This design comes from an exercise in tuning for small area, a short achievable clock period and few clock cycles per item on the open sky130 flow, not from production work.
Function was checked by simulation only, so behaviour that the tests miss may differ from the original.

$ cat flow/design.v
module sha512_k_rom (
    input  wire [6:0]  t,
    output wire [63:0] k
);
  localparam [80*64-1:0] KTAB = {
    64'h428a2f98d728ae22, 64'h7137449123ef65cd,   
    64'hb5c0fbcfec4d3b2f, 64'he9b5dba58189dbbc,   
    64'h3956c25bf348b538, 64'h59f111f1b605d019,   
    64'h923f82a4af194f9b, 64'hab1c5ed5da6d8118,   
    64'hd807aa98a3030242, 64'h12835b0145706fbe,   
    64'h243185be4ee4b28c, 64'h550c7dc3d5ffb4e2,   
    64'h72be5d74f27b896f, 64'h80deb1fe3b1696b1,   
    64'h9bdc06a725c71235, 64'hc19bf174cf692694,   
    64'he49b69c19ef14ad2, 64'hefbe4786384f25e3,   
    64'h0fc19dc68b8cd5b5, 64'h240ca1cc77ac9c65,   
    64'h2de92c6f592b0275, 64'h4a7484aa6ea6e483,   
    64'h5cb0a9dcbd41fbd4, 64'h76f988da831153b5,   
    64'h983e5152ee66dfab, 64'ha831c66d2db43210,   
    64'hb00327c898fb213f, 64'hbf597fc7beef0ee4,   
    64'hc6e00bf33da88fc2, 64'hd5a79147930aa725,   
    64'h06ca6351e003826f, 64'h142929670a0e6e70,   
    64'h27b70a8546d22ffc, 64'h2e1b21385c26c926,   
    64'h4d2c6dfc5ac42aed, 64'h53380d139d95b3df,   
    64'h650a73548baf63de, 64'h766a0abb3c77b2a8,   
    64'h81c2c92e47edaee6, 64'h92722c851482353b,   
    64'ha2bfe8a14cf10364, 64'ha81a664bbc423001,   
    64'hc24b8b70d0f89791, 64'hc76c51a30654be30,   
    64'hd192e819d6ef5218, 64'hd69906245565a910,   
    64'hf40e35855771202a, 64'h106aa07032bbd1b8,   
    64'h19a4c116b8d2d0c8, 64'h1e376c085141ab53,   
    64'h2748774cdf8eeb99, 64'h34b0bcb5e19b48a8,   
    64'h391c0cb3c5c95a63, 64'h4ed8aa4ae3418acb,   
    64'h5b9cca4f7763e373, 64'h682e6ff3d6b2b8a3,   
    64'h748f82ee5defb2fc, 64'h78a5636f43172f60,   
    64'h84c87814a1f0ab72, 64'h8cc702081a6439ec,   
    64'h90befffa23631e28, 64'ha4506cebde82bde9,   
    64'hbef9a3f7b2c67915, 64'hc67178f2e372532b,   
    64'hca273eceea26619c, 64'hd186b8c721c0c207,   
    64'heada7dd6cde0eb1e, 64'hf57d4f7fee6ed178,   
    64'h06f067aa72176fba, 64'h0a637dc5a2c898a6,   
    64'h113f9804bef90dae, 64'h1b710b35131c471b,   
    64'h28db77f523047d84, 64'h32caab7b40c72493,   
    64'h3c9ebe0a15c9bebc, 64'h431d67c49c100d4c,   
    64'h4cc5d4becb3e42b6, 64'h597f299cfc657e2a,   
    64'h5fcb6fab3ad6faec, 64'h6c44198c4a475817    
  };
  assign k = (t < 7'd80) ? KTAB[(7'd79 - t)*64 +: 64] : 64'h0;
endmodule
module sha512_core (
    input  wire          clk,
    input  wire          rst,           
    input  wire          in_valid,
    output wire          in_ready,
    input  wire          in_first,      
    input  wire          in_last,       
    input  wire [1:0]    in_variant,    
    input  wire [1023:0] in_block,      
    output reg           out_valid,
    output wire [511:0]  out_digest     
);
  reg        st_load, st_run, st_fin;
  reg        fin_pend;      
  reg [6:0]  cnt;           
  reg [4:0]  wi;            
  reg        nf_q;          
  reg [1:0]  nv_q;          
  reg        first_q, last_q;
  reg [1:0]  var_q;         
  reg [1:0]  ovar;          
  reg [1:0]  ph;            
  reg [63:0] a, b, c, d, e, f, g, h;
  reg [63:0] hp0, hp1, hp2, hp3;    
  reg [63:0] he0, he1, he2, he3;    
  reg [63:0] hkw;                   
  reg [63:0] wv [0:15];             
  function [63:0] iv_word(input [1:0] v, input [2:0] i);
    reg [511:0] iv;
    begin
      case (v)
        2'd0: iv = {64'h6a09e667f3bcc908, 64'hbb67ae8584caa73b, 64'h3c6ef372fe94f82b, 64'ha54ff53a5f1d36f1,
                    64'h510e527fade682d1, 64'h9b05688c2b3e6c1f, 64'h1f83d9abfb41bd6b, 64'h5be0cd19137e2179};
        2'd1: iv = {64'hcbbb9d5dc1059ed8, 64'h629a292a367cd507, 64'h9159015a3070dd17, 64'h152fecd8f70e5939,
                    64'h67332667ffc00b31, 64'h8eb44a8768581511, 64'hdb0c2e0d64f98fa7, 64'h47b5481dbefa4fa4};
        2'd2: iv = {64'h22312194fc2bf72c, 64'h9f555fa3c84c64c2, 64'h2393b86b6f53b151, 64'h963877195940eabd,
                    64'h96283ee2a88effe3, 64'hbe5e1e2553863992, 64'h2b0199fc2c85b8aa, 64'h0eb72ddc81c52ca2};
        default: iv = {64'h8c3d37c819544da2, 64'h73e1996689dcd4d6, 64'h1dfab7ae32ff9c82, 64'h679dd514582f9fcf,
                       64'h0f6d2b697bd44da8, 64'h77e36f7304c48942, 64'h3f9d85a86a1d36c8, 64'h1112e6ad91d692a1};
      endcase
      iv_word = iv[511 - 64*i -: 64];
    end
  endfunction
  function [127:0] csa(input [63:0] x, input [63:0] y, input [63:0] z);
    csa = {x ^ y ^ z, ((x & y) | (x & z) | (y & z)) << 1};
  endfunction
  wire [63:0] bsig1 = {e[13:0], e[63:14]} ^ {e[17:0], e[63:18]} ^ {e[40:0], e[63:41]};
  wire [63:0] bsig0 = {a[27:0], a[63:28]} ^ {a[33:0], a[63:34]} ^ {a[38:0], a[63:39]};
  wire [63:0] ch    = (e & f) ^ (~e & g);
  wire [63:0] maj   = (a & b) | (a & c) | (b & c);
  wire [127:0] ce1  = csa(d, hkw, ch);
  wire [127:0] ce   = csa(ce1[127:64], ce1[63:0], bsig1);
  wire [63:0]  e_nx = ce[127:64] + ce[63:0];
  wire [127:0] ca1  = csa(hkw, ch, maj);
  wire [127:0] ca2  = csa(bsig1, bsig0, ca1[127:64]);
  wire [127:0] ca3  = csa(ca2[127:64], ca2[63:0], ca1[63:0]);
  wire [63:0]  a_nx = ca3[127:64] + ca3[63:0];
  wire [63:0] w1  = wv[1];
  wire [63:0] w14 = wv[14];
  wire [63:0] ssig0 = {w1[0], w1[63:1]} ^ {w1[7:0], w1[63:8]} ^ {7'b0, w1[63:7]};
  wire [63:0] ssig1 = {w14[18:0], w14[63:19]} ^ {w14[60:0], w14[63:61]} ^ {6'b0, w14[63:6]};
  wire [127:0] cw1  = csa(ssig1, wv[9], ssig0);
  wire [127:0] cw2  = csa(cw1[127:64], cw1[63:0], wv[0]);
  wire [63:0]  w_new = cw2[127:64] + cw2[63:0];
  wire [63:0] in_word = in_block[1023 - 64*wi[3:0] -: 64];
  wire [63:0] w_in    = wi[4] ? w_new : in_word;
  wire        ff_on = st_run || fin_pend;    
  wire [63:0] ffa, ffe;
  sha512_add64_bk u_ffa (.x(hp3), .y(a & {64{ff_on}}), .s(ffa));
  sha512_add64_bk u_ffe (.x(he3), .y(e & {64{ff_on}}), .s(ffe));
  wire [63:0] k_nx;
  reg  [63:0] k_t;
  wire [6:0]  cnt_inc = cnt + 7'd1;
  sha512_k_rom u_k (.t(cnt_inc), .k(k_nx));
  reg [63:0] hsrc;
  always @(*) begin
    if (!st_load)      hsrc = g;
    else if (nf_q)     hsrc = iv_word(nv_q, 3'd7);
    else               hsrc = he2;
  end
  wire [127:0] cp1 = csa(hsrc, k_t, wv[15]);
  wire [63:0]  hkw_nx;
  sha512_add64_bk u_hkw (.x(cp1[127:64]), .y(cp1[63:0]), .s(hkw_nx));
  wire round79 = st_run && (cnt == 7'd80);
  wire idle    = !st_load && !st_run && !st_fin;
  wire rot     = (st_run && (cnt == 7'd78 || cnt == 7'd79 || cnt == 7'd80)) ||
                 !st_run;
  wire inj     = st_run && first_q && (cnt >= 7'd1 && cnt <= 7'd4);
  wire start   = (round79 || (idle && (in_first || ph == 2'd2))) && in_valid;
  assign in_ready = st_run && (wi == 5'd15);
  integer i;
  always @(posedge clk) begin
    for (i = 0; i < 15; i = i + 1) wv[i] <= wv[i+1];
    wv[15] <= w_in;
    hkw  <= hkw_nx;
    k_t  <= start ? 64'h428a2f98d728ae22 : k_nx;
    if (rot || inj) begin
      hp0 <= rot ? ffa : iv_word(var_q, {1'b0, 2'd3 - cnt[1:0] + 2'd1});
      he0 <= rot ? ffe : iv_word(var_q, {1'b1, 2'd3 - cnt[1:0] + 2'd1});
      hp1 <= hp0; hp2 <= hp1; hp3 <= hp2;
      he1 <= he0; he2 <= he1; he3 <= he2;
    end
    if (!st_load) begin
      h <= g; g <= f; f <= e; e <= e_nx;
      d <= c; c <= b; b <= a; a <= a_nx;
    end else if (nf_q) begin
      a <= iv_word(nv_q, 3'd0); b <= iv_word(nv_q, 3'd1);
      c <= iv_word(nv_q, 3'd2); d <= iv_word(nv_q, 3'd3);
      e <= iv_word(nv_q, 3'd4); f <= iv_word(nv_q, 3'd5);
      g <= iv_word(nv_q, 3'd6); h <= iv_word(nv_q, 3'd7);
    end else begin
      a <= ffa; b <= hp0; c <= hp1; d <= hp2;
      e <= ffe; f <= he0; g <= he1; h <= he2;
    end
    ph <= (st_load || st_fin) ? 2'd0 : ph + 2'd1;
    if (st_load) begin
      first_q <= nf_q;
      last_q  <= in_last;
      if (nf_q) var_q <= nv_q;
    end
    if (start) begin
      nf_q <= in_first;
      nv_q <= in_variant;
    end
    if ((st_load || st_fin) && fin_pend) ovar <= var_q;
    cnt <= start ? 7'd0 : cnt_inc;
    if (rst) begin
      st_load   <= 1'b0;
      st_run    <= 1'b0;
      st_fin    <= 1'b0;
      fin_pend  <= 1'b0;
      out_valid <= 1'b0;
      wi        <= 5'd0;
    end else begin
      out_valid <= (st_load || st_fin) && fin_pend && last_q;
      st_load   <= start;
      st_fin    <= round79 && !in_valid;
      st_run    <= st_load || (st_run && !round79);
      if (round79) fin_pend <= 1'b1;
      else if (st_load || st_fin) fin_pend <= 1'b0;
      if (start) wi <= 5'd1;
      else if (st_run && (cnt == 7'd79 || cnt == 7'd80)) wi <= 5'd0;
      else if (st_load || (st_run && !wi[4])) wi <= wi + 5'd1;
    end
  end
  wire [511:0] full = {hp0, hp1, hp2, hp3, he0, he1, he2, he3};
  reg  [511:0] mask;
  always @(*) begin
    case (ovar)
      2'd0:    mask = {512{1'b1}};
      2'd1:    mask = {{384{1'b1}}, {128{1'b0}}};
      2'd2:    mask = {{256{1'b1}}, {256{1'b0}}};
      default: mask = {{224{1'b1}}, {288{1'b0}}};
    endcase
  end
  assign out_digest = full & mask;
endmodule
module sha512_add64_bk (
    input  wire [63:0] x,
    input  wire [63:0] y,
    output wire [63:0] s
);
  reg [63:0] gg, pp, p0;
  integer l, i;
  always @(*) begin
    p0 = x ^ y;
    gg = x & y;
    pp = p0;
    for (l = 0; l < 6; l = l + 1)
      for (i = 0; i < 64; i = i + 1)
        if (((i + 1) % (2 << l)) == 0) begin
          gg[i] = gg[i] | (pp[i] & gg[i - (1 << l)]);
          pp[i] = pp[i] & pp[i - (1 << l)];
        end
    for (l = 4; l >= 0; l = l - 1)
      for (i = 0; i < 64; i = i + 1)
        if (((i + 1) % (2 << l)) == (1 << l) && i >= (2 << l)) begin
          gg[i] = gg[i] | (pp[i] & gg[i - (1 << l)]);
          pp[i] = pp[i] & pp[i - (1 << l)];
        end
  end
  assign s = p0 ^ {gg[62:0], 1'b0};
endmodule
$ cat flow/flow/run.sh
#!/bin/bash
# The standard layout (standard.sh), with two changes to how it is made:
# setup repair aims 8 ns below the clock period (so the resizer works on the
# critical paths instead of stopping as soon as the 13 ns period is met), and
# the port buffers are sky130_fd_sc_hd__buf_1 instead of the resizer's default
# choice. The make output goes to flow_make.log; each ORFS step's own log is in
# orfs/logs/.
set -euo pipefail
bash standard.sh SETUP_SLACK_MARGIN=8 \
  "BUFFER_PORTS_ARGS=-buffer_cell sky130_fd_sc_hd__buf_1" finish > flow_make.log 2>&1
$ cat flow/standard.sh
#!/bin/bash
# synth_recipe.tcl (not shown) runs the flow's synth.tcl, then flattens the netlist and writes it again
# the make line also repeats each setting of config.mk as NAME=value (left out here)
make -C /OpenROAD-flow-scripts/flow DESIGN_CONFIG=/design/flow/config.mk WORK_HOME=/design/flow/orfs CLKGATE_MAP_FILE= SYNTH_SCRIPT=/design/flow/synth_recipe.tcl "${@:-finish}"
$ cat flow/config.mk
export PLATFORM = sky130hd
export DESIGN_NAME = sha512_core
export DESIGN_NICKNAME = sha512_core
export VERILOG_FILES = /design/flow/design.v
export SDC_FILE = /design/flow/constraint.sdc
export NUM_CORES = 4
export LEC_CHECK = 0
export CAP_MARGIN = 20
export CORE_MARGIN = 2
export CORE_UTILIZATION = 55
export CTS_BUF_LIST = sky130_fd_sc_hd__clkbuf_4 sky130_fd_sc_hd__clkbuf_8
export CTS_CLUSTER_DIAMETER = 60
export CTS_CLUSTER_SIZE = 20
export SLEW_MARGIN = 20
$ cat flow/constraint.sdc
create_clock -name core_clock -period 13.0 [get_ports {clk}]
set_input_delay 2.6000 -clock core_clock [delete_from_list [all_inputs] [get_ports {clk}]]
set_output_delay 2.6000 -clock core_clock [all_outputs]
set_load 0.01 [all_outputs]
==> notes.md, run 1 <==
- Gr usage total: 0.744
- Netlist Area Pre-Place: 118000 um2
- Asr flop ratio synth: 0
- H-tree Lvls: 4
- Die X-Extent: 466 um
- Dpl hpwl: 607 mm
- Mux contribution to synthesized area: 0.0617
- Status: stopped before the end
- Sequential share of the synthesized area: 0.409
- Syn avg cell area: 10.0 um2
- RePlAce Congestion: 1.40
- Root buffer cell: clkbuf_8
- Initial Util: 0.554
- Top FF cell, synth: dfxtp_1
- Synth unique cells: 94
- Io pins: roughly 1500
- Synth Area in XOR/XNOR: 0.0594
- Cts bufs inserted: between 150 and 200
- Clk sinks: 2140
- IO buf count: around 1500
- Clock Path Buffers: 3
- Die H: 466 um
- Register bit count reported by yosys: 2140
- Synthesized net count: about 14000
- Cell row count: 169
- Largest family of logic cells by synthesized area: compound AO/OA/AOI/OAI gates
- Complex-gate fraction of the synthesized area: 0.165
- Post-place setup slack: ~6.1 ns
- CTS Hold Bufs: 0
- Simple-gate share of the synthesized area: 0.0885
- Total number of yosys warnings: 3
- Error: [ERROR GRT-0232] Routing congestion too high. Check the congestion heatmap in the GUI.
- GRT overflow: 12
- Pin count of the biggest net entering global routing: 167
- Failing step: global routing (5_1_grt)
- Synth Instances: 11700
- DP Cell Count: 15300
- Post-synth EDFFs: roughly 520
- Post-Synth Adder-Cell Area: 0.145
Yosys cell counts, types with 39 or more instances:
library cell / number / share of area
nand4_1: 79 / 0.0042
edfxtp_1: 521 / 0.13
dfxtp_1: 1619 / 0.28
inv_1: 981 / 0.031
a31oi_1: 125 / 0.0067
clkbuf_1: 702 / 0.022
fa_1: 599 / 0.10
o21a_1: 49 / 0.0031
xor2_1: 155 / 0.012
buf_1: 94 / 0.0030
ha_1: 405 / 0.043
nand2b_1: 39 / 0.0021
nand3_1: 111 / 0.0047
nor2_1: 700 / 0.022
nor2b_1: 159 / 0.0085
o221ai_1: 44 / 0.0033
o211ai_1: 141 / 0.0090
o21ai_0: 719 / 0.031
mux2i_1: 144 / 0.012
a211oi_1: 96 / 0.0061
nor3_1: 88 / 0.0037
xnor2_1: 642 / 0.048
a21o_1: 308 / 0.020
nand2_1: 681 / 0.022
a221oi_1: 97 / 0.0072
o22ai_1: 86 / 0.0046
and2_1: 267 / 0.014
a21oi_1: 1069 / 0.046
mux4_2: 256 / 0.049
buf_4: 224 / 0.014
metal layers:
metal / GRT usage / overflow
met3: 0.667 / 1
met5: 0.502 / 0
met1: 0.777 / 2
met2: 0.836 / 8
met4: 0.641 / 1
stage by stage:
| step | area [um2] | hold slack, ns |
|---|---|---|
| floorplan | 118000 | 0.310 |
| CTS | 134000 | 0.278 |
| global placement | 124000 | 0.310 |
| detailed placement | 125000 | 0.312 |
how the worst min path moves through the flow:
stage	startpoint	endpoint	slack [ns]	cells past startpoint
floorplan	wv[11][0]	wv[10][0]	0.31	0
global placement	wv[12][47]	wv[11][47]	0.31	0
detailed placement	wv[8][10]	wv[7][10]	0.31	0
CTS	wv[15][25]	wv[14][25]	0.28	0
logic make-up after synthesis:
| kind of cell | Yosys count |
|---|---|
| adders and majority gates | 1005 |
| AOI/OAI and AO/OA | 3129 |
| DFF | 2140 |
| muxes | 404 |
| buffers and inverters | 2014 |
| xor gates and xnor gates | 797 |
| and+or+nand+nor | 2245 |
repair_timing:
action	in CTS
setup endpoints to repair	757
cloned	28
buffers inserted	151
resized for setup	1019
pin swaps	113
Testbench counts, summed over its fixed seeds: cycles 38,823, blocks 479.
==> inputs of run 2 (changes only) <==
==> flow/run.sh (new file) <==
#!/bin/bash
# synth_recipe.tcl (not shown) runs the flow's synth.tcl, then flattens the netlist and writes it again
# the make line also repeats each setting of config.mk as NAME=value (left out here)
make -C /OpenROAD-flow-scripts/flow DESIGN_CONFIG=/design/flow/config.mk WORK_HOME=/design/flow/orfs CLKGATE_MAP_FILE= SYNTH_SCRIPT=/design/flow/synth_recipe.tcl finish
==> flow/config.mk (replaced) <==
export PLATFORM = sky130hd
export DESIGN_NAME = sha512_core
export DESIGN_NICKNAME = sha512_core
export VERILOG_FILES = /design/flow/design.v
export SDC_FILE = /design/flow/constraint.sdc
export NUM_CORES = 4
export LEC_CHECK = 0
export CAP_MARGIN = 20
export CORE_MARGIN = 2
export CORE_UTILIZATION = 45
export SETUP_SLACK_MARGIN = 5
export SLEW_MARGIN = 20
removed: flow/flow/run.sh
removed: flow/standard.sh
==> notes.md, run 2 <==
- Count leader, synth: dfxtp_1
- IO buf count: 1544
- Share of layout cells above drive strength 1: 0.0779
- Vias in the first global route: 103000
- Post-place setup slack: 5.82 ns
- Largest register FFs: 1024
- Endpoint type of the worst setup path: flip-flop
- Synth Instances: 11700
- Die X-Extent: ~520 um
- Clk sinks: 2140
- Top FF cell, synth: dfxtp_1
- Io pins: 1545
- CP Cell Sequence: xnor2_1 > xnor2_1 > inv_1 > fa_1 > inv_1 > ha_1 > nand2_1 > nor3_1 > nand4_1 > a31oi_1 > o211ai_1 > a31oi_1 > a21bo_2 > a221oi_1 > xor2_1 > o22ai_1
- TNS Setup: 0 ns
- Top cells by area, synth: dfxtp_1 (28%), edfxtp_1 (13%), fa_1 (10%)
- CTS Hold Bufs: 0
- Asr flop ratio synth: 0
- Final WL: slightly below 800 mm
- Area leader, netlist: dfxtp_1
- Syn avg cell area: 10.0 um2
- Synth unique cells: 94
- Total number of yosys warnings: 3
- Crit share post-route: 0.585
- Clock latency on the worst-skew pair: 1.00 ns
- Routed Antenna Nets: 0
- Root buffer cell: clkbuf_16
- Post-route minimum period: 7.61 ns
- CTS tree: yes
- RSZ-0062 raised after global routing: no
- Fin util: 0.555
- Max_cap viols: 0
- Clock Path Buffers: 4
- RePlAce Congestion: 1.22
- Cell area after layout: 144000 um2
- Area after DPL: 135000 um2
- Final setup viols: 0
- Slew Viols, Final: 0
- Post-cts gate resize count: 0
- Wire per inst: ~46 um
- Critical Path RT: 13.76 ns
- Register area: 48100 um2
- Synthesized net count: 13800
- First-pass GRT wire length: 980 mm
- Top fanout value on the critical path: 6
- R2r worst-path depth: 16
- CP arrival: 8.37 ns
- Netlist Area Pre-Place: 118000 um2
- Multi-input gate area: 61500 um2
- Biggest register: wv
- Pin count of the biggest net entering global routing: 132
- Initial antenna violation count: 342
- Setup ws final: 5.39 ns
- Die ar.: 265000 um2
- Final Non-Filler Cells: 16900
- Tightest Pin Transition: 1.42 ns
- H-tree Lvls: 4
- Max Clk Rate: 131 MHz
- Core area: 260000 um2
- Hold Path Depth: 0
- Post-synth EDFFs: about 520
- Most frequent cells in the layout: dfxtp_1 (1614), clkdlybuf4s50_1 (1544), a21oi_1 (1065), inv_1 (977), o21ai_0 (710)
- Sequential share of the synthesized area: 0.409
- Filler cells: 22100
- Die H: 515 um
- Most common cell after layout, fill and taps aside: dfxtp_1
- Initial Util: 0.453
- Cts bufs inserted: roughly 220
- Worst path slowest cell: a31oi_1
- Pre-Repair DR Iteration Count: 16
- DRC viols: 0
- Commonest cells post-synth: dfxtp_1 (1619), a21oi_1 (1069), inv_1 (981)
- Via/cell ratio: 6.78
- Cell row count: approximately 190
- GRT overflow: 0
- CP Buf/Inv Count: 2
- Worst hold-check path type: flip-flop to flip-flop
- Gr usage total: 0.560
- CP Class: flip-flop to flip-flop
- Dpl hpwl: roughly 620 mm
- Nets@finish: around 15000
- Initial DRC count: 22600
- Status: finished clean
- Worst Hold Slack: 0.205 ns
- Setup Buffers After CTS: 0
- Slew headroom: 0.0525
- Share of the synthesized area in the top cell type: 0.276
- DP Cell Count: 15900
- Fin. Hold Viols: 0
- Syn-to-layout area delta: 22.6%
- CP Launch Type: flip-flop
- CP max stage delay: 1.12 ns
- Total number of vias: 114000
- Worst Skew: approximately 0.16 ns
- Register bit count reported by yosys: ~2100
- Clock transition at path regs: roughly 0.07 ns
- WP depth: 16
- CP delay by family, top: compound AO/OA/AOI/OAI gates
run 2: final cells by class:
class,count,share of cell area
Tap cell,3402,0.0295
Antenna cell,580,0.0101
Timing Repair Buffer,1790,0.121
Multi-Input combinational cell,7580,0.427
Clock inverter,123,0.00974
Inverter,985,0.0258
Clock buffer,289,0.0436
Sequential cell,2140,0.334
run 2: final timing paths:
| kind | from | end | slack (ns) |
|---|---|---|---|
| min reg2reg | wv[10][17] | wv[9][17] | 0.20 |
| min | wv[10][17] | wv[9][17] | 0.20 |
| max reg2reg | e[59] | e[62] | 5.39 |
| max | e[59] | e[62] | 5.39 |
run 2: cells by family after synthesis:
family | after synthesis | synth area share
mux | 404 | 0.0617
buf+inv | 2014 | 0.0716
flops | 2140 | 0.409
xor+xnor | 797 | 0.0594
fa+ha+maj | 1005 | 0.145
simple gates | 2245 | 0.0885
compound gates | 3129 | 0.165
run 2: metal layers:
| metal | part of all wire | GRT usage | vias to the layer above |
|---|---|---|---|
| met5 | 0.0025 | 0.0575 | - |
| met1 | 0.36 | 0.684 | 56200 |
| met3 | 0.19 | 0.361 | 2741 |
| met2 | 0.36 | 0.679 | 12300 |
| met4 | 0.095 | 0.421 | 122 |
| li1 | - | - | 43100 |

==> what the ideal ports hide <==
The flow's constraints put no driver on any port. The routed layout listed below was extracted and timed again, unchanged, in two steps. Step 1 (the two cells are an assumption about what drives the block):
set clk [get_ports {clk}]
set_driving_cell -lib_cell sky130_fd_sc_hd__clkbuf_16 $clk
set_driving_cell -lib_cell sky130_fd_sc_hd__buf_2 [delete_from_list [all_inputs] $clk]
Step 2 times the ports against the registers' clock, not the clock port: input delays grow and output delays shrink by t, the midpoint of the rising clock arrivals with the driver on. a / b / c = ideal ports / drivers / drivers and shift; a / b = the first two.
run: run 2
t (ns): 0.994
setup WS [ns]: 5.391 / 5.391 / 5.391
worst hold slack (ns): 0.205 / 0.205 / 0.205
worst setup path after step 2: register to register
pins driven straight from the clock port: 1
After both steps setup and hold are still met in run 2. For run 2, drivers alone change the setup slack by 0.000 ns; drivers and shift together by 0.000 ns.
